Background: an optimization exercise with open tools, aiming at small area, a short achievable clock period and few clock cycles. Do not read the settings as production practice.
Only simulation tests tie the RTL to the original design; equivalence was not proved.
No activity file was given, so power comes from the tool's default toggle rates.

==> flow/design.v (excerpt) <==
module th_core (
    input  wire        clk,
    input  wire        rst,           
    input  wire        run_start,
    input  wire [31:0] run_budget,    
    output wire        busy,
    output reg         done,
    output wire [31:0] consumed,
    output reg         refused,
    input  wire        host_wr,
    input  wire [4:0]  host_idx,
    input  wire [15:0] host_wdata,
    input  wire        di_req,
    input  wire [1:0]  irq_line,      
    output wire [31:0] pc_o,
    output wire [31:0] st_o,
    output wire        intout,
    output wire        mem_req,
    output wire        mem_we,
    output wire [27:0] mem_addr,
    output wire [15:0] mem_wdata,
    input  wire        mem_ready,
    input  wire [15:0] mem_rdata
);
Size in the first run: ~5200 cells after synthesis, about 220 I/O pins.
clock: 12.0 ns
lec_check: 0
cap_margin: 20
core_margin: 2
core_utilization: 40
slew_margin: 20
tns_end_percent: 5
standard.sh (not shown) runs the stock make flow with config.mk's settings and CLKGATE_MAP_FILE= SYNTH_SCRIPT=/design/flow/synth_recipe.tcl, a recipe that flattens the netlist after the stock synthesis.
==> flow/flow/run.sh <==
#!/bin/bash
set -euo pipefail
bash standard.sh SETUP_SLACK_MARGIN=8 "BUFFER_PORTS_ARGS=-buffer_cell sky130_fd_sc_hd__buf_4" finish > orfs_make.log 2>&1
The starting point passed the timing, DRC and antenna checks.
Testbench counts at the start, summed over its fixed seeds: cycles 182,188.
Then changed:
==> flow/flow/run.sh (replaced) <==
#!/bin/bash
set -euo pipefail
bash standard.sh SETUP_SLACK_MARGIN=8 finish > orfs_make.log 2>&1
Settings changed: CTS_BUF_LIST set to sky130_fd_sc_hd__clkbuf_8, TNS_END_PERCENT 5 to 0.
Result: Sequential cell count is unchanged; design area falls by 4.7%; total power decreases by 5.2%; sequential share of layout area came out higher by 2.3 points; wire length is lower by 4.1%.
Then changed:
Settings changed: CTS_BUF_LIST sky130_fd_sc_hd__clkbuf_8 to not set, CTS_CLUSTER_SIZE set to 30, TNS_END_PERCENT 0 to 2.
Sequential power stays flat; worst setup slack improves by 66 ps; fmax goes up by about 1.3%; routed wire length goes up by 2.1%; count of clock-buffer cells in the layout goes down by 40; register-to-register slack stays flat; core utilization goes up by 2.2 points; final area goes up by 4.6%; non-clock buffer count goes up by 148; hold slack barely changes; global-route usage goes up by 0.31 points.
Then changed:
==> flow/flow/run.sh (replaced) <==
#!/bin/bash
set -euo pipefail
bash standard.sh SETUP_SLACK_MARGIN=7 finish > orfs_make.log 2>&1
Settings changed: CTS_BUF_LIST set to sky130_fd_sc_hd__clkbuf_8, CTS_CLUSTER_SIZE 30 to not set.
Result: Via count decreases by 2.5%. Power decreases by about 5%. Maximum frequency decreases by 5.4%. Critical path depth decreases by 7. Die area is unchanged. Final cell count decreases by about 0.6%. Clock skew increases by 36 ps.
Then changed:
==> flow/flow/run.sh (replaced) <==
#!/bin/bash
set -euo pipefail
bash standard.sh SETUP_SLACK_MARGIN=9 finish > orfs_make.log 2>&1
=> The changed run went through all stages and came out clean. Critical path depth came out lower by 10. Final cell count grows by about 3%. Routed wire length climbs by 7.7%. Power is higher by about 2.4%. Design area came out higher by 6.7%. Clock-buffer cell count falls by 7. Maximum frequency is higher by about 7%. Register-to-register slack is better by 380 ps. Sequential power stays flat. Die area is unchanged. Via count came out higher by 5.0%.

* * *

== main ==
Starting RTL as in the previous note.
export LEC_CHECK = 0
export CAP_MARGIN = 20
export CORE_MARGIN = 2
export CORE_UTILIZATION = 40
export CTS_BUF_LIST = sky130_fd_sc_hd__clkbuf_8
export SLEW_MARGIN = 20
export TNS_END_PERCENT = 5
create_clock -name core_clock -period 12.0 [get_ports {clk}]
==> flow/flow/run.sh <==
#!/bin/bash
set -euo pipefail
bash standard.sh SETUP_SLACK_MARGIN=10 finish > orfs_make.log 2>&1
Testbench counts of main, summed over its fixed seeds: cycles 182,188.
#### Input delta (the feature branch over main)
==> flow/flow/run.sh <==
#!/bin/bash
set -euo pipefail
bash standard.sh SETUP_SLACK_MARGIN=8 finish > orfs_make.log 2>&1
### Flow results
- Looking at the reports, the feature branch completed the entire flow and the layout it produced met the timing, DRC and antenna checks.
- The feature branch vs main — power density over cell area rose 3.2 nW/um^2.
- The first-pass GRT wire length of the feature branch is lower than that of main.
- Switching part of the total power in the feature branch is 0.17 points below main.
- Compared with main, the feature branch shows a lower count of buffers not belonging to the clock network in the layout.

what the ideal ports hide:
Ports are ideal in the flow. The routed layouts listed here were re-timed in OpenROAD. Step 1: set_driving_cell puts a clkbuf_16 on clk and a buf_2 on each other input, an assumption about the parent block. Step 2 also shifts input and output timing later by t, the mid clock arrival at the registers, as if the neighbouring blocks saw the same clock. Three values: ideal, step 1, step 2; two values: the first two.
run | shift t [ns] | slack for setup (ns) | hold slack, ns | pins driven straight from the clock port
the first run of note 1 | 0.863 | 7.039 / 7.064 / 6.201 | 0.451 / 0.451 / 0.451 | 1
the second run of note 1 | 1.054 | 6.952 / 6.904 / 5.850 | 0.451 / 0.451 / 0.451 | 1
the third run of note 1 | 0.863 | 7.018 / 6.961 / 6.098 | 0.451 / 0.451 / 0.451 | 1
the fourth run of note 1 | 1.046 | 6.733 / 6.741 / 5.695 | 0.448 / 0.448 / 0.448 | 1
the fifth run of note 1 | 1.050 | 7.064 / 6.981 / 6.091 | 0.448 / 0.448 / 0.448 | 1
main | 1.039 | 7.115 / 7.039 / 6.047 | 0.438 / 0.438 / 0.438 | 1
the feature branch | 1.056 | 7.085 / 6.998 / 6.032 | 0.454 / 0.454 / 0.454 | 1
After both steps setup and hold are still met in every run listed. For the second run of note 1, which loses most, drivers alone change the setup slack by -0.048 ns; drivers and shift together by -1.102 ns.
